Background: an optimization exercise with open tools, aiming at small area, a short achievable clock period and few clock cycles per item. Do not read the settings as production practice.
Function was checked by simulation only, so behaviour that the tests miss may differ from the original.
Power is estimated from default activity; no workload was simulated.

==> flow/design.v <==
module ws_crc16_byte (
  input  wire [15:0] crc_in,
  input  wire [7:0]  data,
  output reg  [15:0] crc_out
);
  integer i;
  always @* begin
    crc_out = crc_in ^ {data, 8'h00};
    for (i = 0; i < 8; i = i + 1) begin
      if (crc_out[15])
        crc_out = {crc_out[14:0], 1'b0} ^ 16'h1021;
      else
        crc_out = {crc_out[14:0], 1'b0};
    end
  end
endmodule
module ws_framer (
  input  wire        clk,
  input  wire        rst,
  input  wire        in_valid,
  input  wire [7:0]  in_data,
  output wire        in_ready,
  output reg         frm_valid,
  input  wire        frm_take,
  output reg  [1:0]  frm_tag,
  output reg  [7:0]  frm_command,
  output reg  [7:0]  frm_status,
  output reg  [7:0]  frm_length,
  output reg  [63:0] frm_raw,        
  output reg  [15:0] frm_stored,     
  output reg  [15:0] frm_computed    
);
  localparam [31:0] MARKER_NORMAL    = 32'hAA0155C3;
  localparam [31:0] MARKER_HIGHRANGE = 32'hAA0255C3;
  localparam [31:0] MARKER_TRACTION  = 32'hAA0355C3;
  reg  [23:0] win;        
  reg  [1:0]  win_cnt;    
  reg         armed;
  reg  [5:0]  idx;        
  wire        accept = in_valid && in_ready;
  wire [31:0] cand   = {win, in_data};
  wire        hit_n  = (win_cnt == 2'd3) && (cand == MARKER_NORMAL);
  wire        hit_h  = (win_cnt == 2'd3) && (cand == MARKER_HIGHRANGE);
  wire        hit_t  = (win_cnt == 2'd3) && (cand == MARKER_TRACTION);
  wire [15:0] crc_next;
  ws_crc16_byte u_crc (.crc_in(frm_computed), .data(in_data), .crc_out(crc_next));
  assign in_ready = !frm_valid;
  always @(posedge clk) begin
    if (rst) begin
      win       <= 24'd0;
      win_cnt   <= 2'd0;
      armed     <= 1'b0;
      idx       <= 6'd0;
      frm_valid <= 1'b0;
    end else begin
      if (frm_take)
        frm_valid <= 1'b0;
      if (accept) begin
        if (!armed) begin
          if (hit_n || hit_h || hit_t) begin
            armed        <= 1'b1;
            frm_tag      <= hit_n ? 2'd0 : (hit_h ? 2'd1 : 2'd2);
            idx          <= 6'd4;
            frm_computed <= 16'hFFFF;
            win_cnt      <= 2'd0;
          end else begin
            win     <= {win[15:0], in_data};
            win_cnt <= (win_cnt == 2'd3) ? 2'd3 : win_cnt + 2'd1;
          end
        end else begin
          if (idx <= 6'd61)
            frm_computed <= crc_next;
          if (idx == 6'd4) frm_command <= in_data;
          if (idx == 6'd5) frm_status  <= in_data;
          if (idx == 6'd6) frm_length  <= in_data;
          if (idx >= 6'd7 && idx <= 6'd14)
            frm_raw[(idx - 6'd7) * 8 +: 8] <= in_data;
          if (idx == 6'd62) frm_stored[15:8] <= in_data;
          if (idx == 6'd63) begin
            frm_stored[7:0] <= in_data;
            armed           <= 1'b0;
            frm_valid       <= 1'b1;
          end
          idx <= idx + 6'd1;
        end
      end
    end
  end
endmodule
module ws_div_f64 (
  input  wire        clk,
  input  wire        rst,
  input  wire        start,
  input  wire        neg,
  input  wire [15:0] mag,
  input  wire        by1000,        
  output reg         done,          
  output reg  [63:0] result
);
  localparam NB = 66;               
  reg          busy;
  reg  [6:0]   count;
  reg  [NB-1:0] num;                
  reg  [NB-1:0] quo;
  reg  [10:0]  rem;
  reg  [9:0]   dvs;
  reg          sgn;
  reg  [4:0]   shamt;               
  reg [4:0] lz;
  integer i;
  always @* begin
    lz = 5'd16;
    for (i = 0; i < 16; i = i + 1)
      if (mag[i]) lz = 5'd15 - i[4:0];
  end
  wire [10:0] rem_sh  = {rem[9:0], num[NB-1]};
  wire        q_bit   = (rem_sh >= {1'b0, dvs});
  wire [10:0] rem_nxt = q_bit ? rem_sh - {1'b0, dvs} : rem_sh;
  reg [6:0]    p;
  reg [NB-1:0] qn;
  reg [52:0]   mant;
  reg          guard, sticky, inc;
  reg [11:0]   expo;
  reg [63:0]   fp_word;
  integer j;
  always @* begin
    p = 7'd0;
    for (j = 0; j < NB; j = j + 1)
      if (quo[j]) p = j[6:0];
    qn     = quo << (NB - 1 - p);
    guard  = qn[NB-54];
    sticky = (|qn[NB-55:0]) || (rem != 11'd0);
    inc    = guard && (sticky || qn[NB-53]);
    mant   = {1'b0, qn[NB-2:NB-53]} + {52'd0, inc};
    expo   = 12'd1023 + {5'd0, p} - 12'd50 - {7'd0, shamt} + {11'd0, mant[52]};
    fp_word = {sgn, expo[10:0], mant[51:0]};
  end
  always @(posedge clk) begin
    if (rst) begin
      busy <= 1'b0;
      done <= 1'b0;
    end else begin
      done <= 1'b0;
      if (start) begin
        if (mag == 16'd0) begin
          result <= 64'd0;
          done   <= 1'b1;
        end else begin
          busy  <= 1'b1;
          count <= 7'd0;
          num   <= {mag << lz, 50'd0};
          quo   <= {NB{1'b0}};
          rem   <= 11'd0;
          dvs   <= by1000 ? 10'd1000 : 10'd100;
          sgn   <= neg;
          shamt <= lz;
        end
      end else if (busy) begin
        if (count == NB) begin
          busy   <= 1'b0;
          done   <= 1'b1;
          result <= fp_word;
        end else begin
          rem   <= rem_nxt;
          num   <= {num[NB-2:0], 1'b0};
          quo   <= {quo[NB-2:0], q_bit};
          count <= count + 7'd1;
        end
      end
    end
  end
endmodule
module ws_f32_to_f64 (
  input  wire [31:0] f,
  output reg  [63:0] d
);
  wire        s   = f[31];
  wire [7:0]  e   = f[30:23];
  wire [22:0] m   = f[22:0];
  reg [4:0]  p;           
  reg [22:0] ms;
  integer i;
  always @* begin
    p = 5'd0;
    for (i = 0; i < 23; i = i + 1)
      if (m[i]) p = i[4:0];
    ms = m << (5'd23 - p);      
    if (e == 8'hFF)
      d = {s, 11'h7FF, m, 29'd0};
    else if (e == 8'h00 && m == 23'd0)
      d = {s, 63'd0};
    else if (e == 8'h00)
      d = {s, 11'd874 + {6'd0, p}, ms, 29'd0};
    else
      d = {s, {3'd0, e} + 11'd896, m, 29'd0};
  end
endmodule
module ws_decoder (
  input  wire        clk,
  input  wire        rst,
  input  wire        frm_valid,
  output wire        frm_take,
  input  wire [1:0]  frm_tag,
  input  wire [7:0]  frm_command,
  input  wire [7:0]  frm_status,
  input  wire [7:0]  frm_length,
  input  wire [63:0] frm_raw,
  input  wire [15:0] frm_stored,
  input  wire [15:0] frm_computed,
  output reg         ev_valid,
  input  wire        ev_ready,
  output reg         ev_crc_err,
  output reg  [1:0]  ev_tag,
  output reg  [7:0]  ev_command,
  output reg  [7:0]  ev_status,
  output reg  [7:0]  ev_length,
  output reg  [63:0] ev_raw,
  output reg  [63:0] ev_value1,
  output reg  [63:0] ev_value2,
  output reg  [15:0] ev_stored,
  output reg  [15:0] ev_computed
);
  localparam S_IDLE = 2'd0, S_DIV1 = 2'd1, S_DIV2 = 2'd2;
  reg  [1:0]  state;
  wire        crc_bad = (frm_stored != frm_computed);
  assign frm_take = (state == S_IDLE) && frm_valid && !ev_valid;
  reg         div_start;
  reg         div_neg;
  reg  [15:0] div_mag;
  reg         div_by1000;
  wire        div_done;
  wire [63:0] div_result;
  always @* begin
    div_start  = 1'b0;
    div_neg    = 1'b0;
    div_mag    = 16'd0;
    div_by1000 = 1'b0;
    if (frm_take && !crc_bad && frm_tag == 2'd0) begin
      div_start = 1'b1;
      div_neg   = frm_raw[15];
      div_mag   = frm_raw[15] ? 16'd0 - frm_raw[15:0] : frm_raw[15:0];
    end else if (frm_take && !crc_bad && frm_tag == 2'd2) begin
      div_start  = 1'b1;
      div_mag    = frm_raw[31:16];
      div_by1000 = 1'b1;
    end else if (state == S_DIV1 && div_done) begin
      div_start = 1'b1;
      div_neg   = ev_raw[31];
      div_mag   = ev_raw[31] ? 16'd0 - ev_raw[31:16] : ev_raw[31:16];
    end
  end
  ws_div_f64 u_div (
    .clk(clk), .rst(rst), .start(div_start), .neg(div_neg), .mag(div_mag),
    .by1000(div_by1000), .done(div_done), .result(div_result)
  );
  wire [63:0] wide1, wide2;
  ws_f32_to_f64 u_wide1 (.f(frm_raw[31:0]),  .d(wide1));
  ws_f32_to_f64 u_wide2 (.f(frm_raw[63:32]), .d(wide2));
  always @(posedge clk) begin
    if (rst) begin
      state    <= S_IDLE;
      ev_valid <= 1'b0;
    end else begin
      if (ev_valid && ev_ready)
        ev_valid <= 1'b0;
      case (state)
        S_IDLE: begin
          if (frm_take) begin
            ev_crc_err  <= crc_bad;
            ev_tag      <= frm_tag;
            ev_command  <= frm_command;
            ev_status   <= frm_status;
            ev_length   <= frm_length;
            ev_raw      <= frm_raw;
            ev_stored   <= frm_stored;
            ev_computed <= frm_computed;
            ev_value1   <= wide1;
            ev_value2   <= wide2;
            if (crc_bad || frm_tag == 2'd1)
              ev_valid <= 1'b1;
            else if (frm_tag == 2'd0)
              state <= S_DIV1;
            else
              state <= S_DIV2;
          end
        end
        S_DIV1: begin
          if (div_done) begin
            ev_value1 <= div_result;
            state     <= S_DIV2;
          end
        end
        S_DIV2: begin
          if (div_done) begin
            if (ev_tag == 2'd0)
              ev_value2 <= div_result;
            else
              ev_value1 <= div_result;
            ev_valid <= 1'b1;
            state    <= S_IDLE;
          end
        end
        default: state <= S_IDLE;
      endcase
    end
  end
endmodule
module ws_frame_rx (
  input  wire        clk,
  input  wire        rst,
  input  wire        in_valid,
  input  wire [7:0]  in_data,
  output wire        in_ready,
  output wire        ev_valid,
  input  wire        ev_ready,
  output wire        ev_crc_err,
  output wire [1:0]  ev_tag,
  output wire [7:0]  ev_command,
  output wire [7:0]  ev_status,
  output wire [7:0]  ev_length,
  output wire [63:0] ev_raw,
  output wire [63:0] ev_value1,
  output wire [63:0] ev_value2,
  output wire [15:0] ev_stored,
  output wire [15:0] ev_computed
);
  wire        frm_valid, frm_take;
  wire [1:0]  frm_tag;
  wire [7:0]  frm_command, frm_status, frm_length;
  wire [63:0] frm_raw;
  wire [15:0] frm_stored, frm_computed;
  ws_framer u_framer (
    .clk(clk), .rst(rst),
    .in_valid(in_valid), .in_data(in_data), .in_ready(in_ready),
    .frm_valid(frm_valid), .frm_take(frm_take), .frm_tag(frm_tag),
    .frm_command(frm_command), .frm_status(frm_status), .frm_length(frm_length),
    .frm_raw(frm_raw), .frm_stored(frm_stored), .frm_computed(frm_computed)
  );
  ws_decoder u_decoder (
    .clk(clk), .rst(rst),
    .frm_valid(frm_valid), .frm_take(frm_take), .frm_tag(frm_tag),
    .frm_command(frm_command), .frm_status(frm_status), .frm_length(frm_length),
    .frm_raw(frm_raw), .frm_stored(frm_stored), .frm_computed(frm_computed),
    .ev_valid(ev_valid), .ev_ready(ev_ready), .ev_crc_err(ev_crc_err),
    .ev_tag(ev_tag), .ev_command(ev_command), .ev_status(ev_status),
    .ev_length(ev_length), .ev_raw(ev_raw), .ev_value1(ev_value1),
    .ev_value2(ev_value2), .ev_stored(ev_stored), .ev_computed(ev_computed)
  );
endmodule
==> flow/run.sh <==
#!/bin/bash
# synth_recipe.tcl (not shown) runs the flow's synth.tcl, then flattens the netlist and writes it again
# the make line also repeats each setting of config.mk as NAME=value (left out here)
make -C /OpenROAD-flow-scripts/flow DESIGN_CONFIG=/design/flow/config.mk WORK_HOME=/design/flow/orfs CLKGATE_MAP_FILE= SYNTH_SCRIPT=/design/flow/synth_recipe.tcl finish
==> flow/config.mk <==
export PLATFORM = sky130hd
export DESIGN_NAME = ws_frame_rx
export DESIGN_NICKNAME = ws_frame_rx
export VERILOG_FILES = /design/flow/design.v
export SDC_FILE = /design/flow/constraint.sdc
export NUM_CORES = 4
export LEC_CHECK = 0
export CAP_MARGIN = 20
export CORE_MARGIN = 2
export CORE_UTILIZATION = 30
export PLACE_DENSITY = 0.5
export SLEW_MARGIN = 20
==> flow/constraint.sdc <==
create_clock -name core_clock -period 9.0 [get_ports {clk}]
set_input_delay 1.8000 -clock core_clock [delete_from_list [all_inputs] [get_ports {clk}]]
set_output_delay 1.8000 -clock core_clock [all_outputs]
set_load 0.01 [all_outputs]
==> impl_results.md <==
* Synth cell types at 104
* #FFs+latches synth at just under 600
* Clk Tree Root Cell: clkbuf_16
* Placement Cell Area at 41300 sq um
* Remaining routing DRC violations at 0
* Chip Height at about 350 um
* Mapped Area at 36400 sq um
* # rows at approximately 130
* Max Cap Violations at 0
* Final setup margin at 0.368 ns
* Least-Margin Pin Slew at 1.13 ns
* Total congestion overflow at 0
* RSZ-0062 raised after global routing: no
* Number of synthesized flops with an enable pin at ~550
* CP Class: register to register
* Post-CTS Setup Bufs at 0
* Chip width at 353 um
* Fin Clk Skew at 0.0437 ns
* H-tree lvl count at 3
* Synth warn at 5
* M3 GR Usage at 4.54%
* Status: finished clean
* Worst endpoint data arrival time at 9.01 ns
* Syn_area_per_cell at 9.65 sq um
* Setup-failing EPs final at 0
* Via count at ~33k
* PwrDens at 164 nW/um^2
* Share of layout cells above drive strength 1 at a little over a tenth
* Fmax at 0.116 GHz
* Die area at 124000 sq um
* Crit path launch type: register
* Sum Neg Setup Slack at 0 ns
* Post-Layout Inst Area at about 44000 sq um
* First-pass iteration count of the detailed router at 6
* Hold Slack at 0.406 ns
* Final Core Density at 36.3%
* Seq/Total Area, Yosys at between 40% and 50%
* Grt peak-use layer: met2
* Launch point of the worst reg-to-reg path: u_decoder.u_div.quo[15]$_SDFFCE_PN0P_
* Met1 Track Usage GR at 31.4%
* Hold crit path type: register to register
* Fin crit period at between 8 and 9 ns
* HP Start: u_framer.frm_command[0]$_DFFE_PP_
* Syn Nets at 3833
* Remaining antenna violation count at 0
* Clock transition at path regs at 0.06 ns
* Antenna violations before repair at 0
* Initial core utilization at between 30 and 40%
* Max FO, Critical Path at 19
* Detail Placement HPWL at between 100000 and 150000 um
* CP max stage delay at between 0.6 and 0.7 ns
* Mapped Cells at 3775
* Slew Viols, Final at 0
* Top Ports at roughly 270
* DP Worst Slack at around 0.44 ns
* Clk latency of the worst-skew pair at roughly 0.67 ns
* Post-synth ARST share at 0%
* Tot GR Track Use at 23.4%
* Syn-to-layout area delta at 19.5%
* Vias in the first global route at approximately 31k
* Max VDD drop at 173 uV
* PortBufs at between 200 and 300
* Relative slew slack at 24.4%
* Largest buffer count on any clock path at 3
* CP required at 9.37 ns
* Via density at just under 6
* Gp weighted congestion at 1.02
* Nets at 4038
* Hold Crit Depth at 0
* Antenna Cells at 0
* Worst setup EP type: register
* CP max stage cell: a211oi_1
* Fill count at 12.2k
* Core ar. at 120000 sq um
* First-pass GRT wire length at ~220000 um
* Critical path startpoint: u_decoder.u_div.quo[15]$_SDFFCE_PN0P_
* CTS tree: yes
* Worst reg2reg path depth at 27
* Leakage at 14.9 nW
* Final worst-path cycle share at 95.9%
* Seq. cell area at 17100 sq um
* M2 GR Usage at 37.1%
* Wirelength per Cell at between 20 and 30 um
* Multi-input logic area at about 18000 sq um
* Clk sinks at 584
* DRT iter0 DRCs at 3952
* Final hold vios at 0
* Ys flop type: edfxtp_1
* Largest net degree at the start of global routing at 101
* Total CTS buffers at 68
* WL final at 150000 um
## worst paths after layout
kind	slack, ns	endpoint
worst max-delay path	0.37	u_decoder.u_div.result[59]$_SDFFCE_PN0P_
worst min-delay path	0.41	u_decoder.ev_command[0]$_DFFE_PP_
worst max register to register	0.37	u_decoder.u_div.result[59]$_SDFFCE_PN0P_
worst min register to register	0.41	u_decoder.ev_command[0]$_DFFE_PP_
## metal layers
layer | vias to the layer above | wire length [um]
li1 | 14776 | -
met4 | 0 | 6110
met5 | - | 0
met1 | 16112 | 64300
met2 | 1546 | 68400
met3 | 342 | 11600
## cells in the mapped netlist, drive strengths merged, types with 18 or more instances
cell	n	share of area, %
o31ai	44	0.91
o221ai	39	0.94
clkbuf	206	2.1
or3	28	0.49
edfxtp	545	45
xnor2	53	1.3
o21ai	187	2.6
a21oi	275	3.8
a22oi	30	0.62
nand3	128	1.8
a221oi	18	0.43
o211ai	29	0.62
buf	57	0.76
a31oi	38	0.65
a21o	31	0.64
o21a	19	0.39
and2	103	1.8
and3	79	1.4
nand4	37	0.64
nand2	367	3.8
nor4	66	1.2
nor2	327	3.4
nor3	146	2.1
mux2i	109	3.0
inv	100	1.0
o22ai	26	0.45
nor2b	31	0.53
dfxtp	39	2.1
o21bai	23	0.47
or4	31	0.65
ha	43	1.5
or2	22	0.38
nand2b	31	0.53
a211oi	56	1.2
mux2	86	2.7
xor2	56	1.3
## stage by stage
stage | cells | total power, mW
after floorplan | 3775 | 3.87
after global placement | 5522 | 4.39
after detailed placement | 5522 | 4.39
after CTS | 5645 | 7.23
after global routing | 5645 | 7.41
final | 5645 | 7.14
## state kept, by name (all words and copies together) (netlist names), 11 cells and up
register / count
u_decoder.ev_raw: 64
u_decoder.u_div.rem: 11
u_framer.frm_computed: 16
u_decoder.ev_value2: 64
u_decoder.u_div.result: 64
u_decoder.ev_computed: 16
u_framer.win: 24
u_decoder.ev_value1: 64
u_framer.frm_stored: 16
u_framer.frm_raw: 64
u_decoder.u_div.quo: 66
u_decoder.ev_stored: 16
u_decoder.u_div.num: 16
## cell type report
type,instances,area share [%]
multi-input cells,2824,41.5
flip-flops and latches,584,39.4
repair buffers,398,8.42
well taps,1612,4.63
clock buffers,86,4.16
clock inverters,37,1.05
inverters,104,0.896
## cell families after synthesis
group	share of synthesized area, %
and+or+nand+nor	19.7
AOI/OAI and AO/OA	19.4
DFF	47.1
buffers and inverters	3.95
muxes	5.71
xor gates and xnor gates	2.62
adders and majority gates	1.64
## where the power goes
group          internal, mW  switching, mW
registers              3.19         0.0501
clock network          1.60           1.22
logic                 0.410          0.670
## placed cells by master, fill, tap and decap left out, drive strengths merged, types with 32 or more instances in the layout
cell / n
xor2: 56
dfxtp: 39
clkinv: 32
edfxtp: 545
nand2: 367
and3: 79
ha: 43
nor4: 66
inv: 101
nand4: 37
xnor2: 53
a211oi: 56
nor2: 327
o21ai: 187
and2: 103
clkdlybuf4s50: 263
mux2: 86
clkbuf: 86
nand3: 128
o221ai: 39
a21oi: 275
buf: 135
o31ai: 44
mux2i: 109
a31oi: 38
nor3: 146
## critical path, delay by kind of cell, from the launching register on
kind | cells | cell delay [ns]
AOI/OAI and AO/OA | 11 | 3.25
adders and majority gates | 4 | 1.08
buffers and inverters | 3 | 0.60
DFF | 1 | 0.52
and+or+nand+nor | 9 | 2.92
## what timing repair did
action                     4_1_cts  5_1_grt
hold endpoints to repair         0        0
gates resized for setup          0        2
hold buffers                     0        0
setup endpoints to repair        0        6
Testbench counts, summed over its fixed seeds: cycles 32,566, bytes 24,934.

-- port drivers added, routing unchanged --
Ports are ideal in the flow. The routed layout listed here was re-timed in OpenROAD. Step 1 assumes that a clkbuf_16 drives the clock port and a buf_2 every other input. Step 2 times the ports against the registers' clock, not the clock port: input delays grow and output delays shrink by t, the midpoint of the rising clock arrivals with the driver on. Three values: ideal ports, drivers, drivers and shift; two values: the first two.
shift t [ns]: 0.718
setup slack, ns: 0.368 / 0.368 / 0.368
slew at the worst register clock pin (ns): 0.07 / 0.07
After both steps setup and hold are still met in this run. For this run, drivers alone change the setup slack by 0.000 ns; drivers and shift together by 0.000 ns.
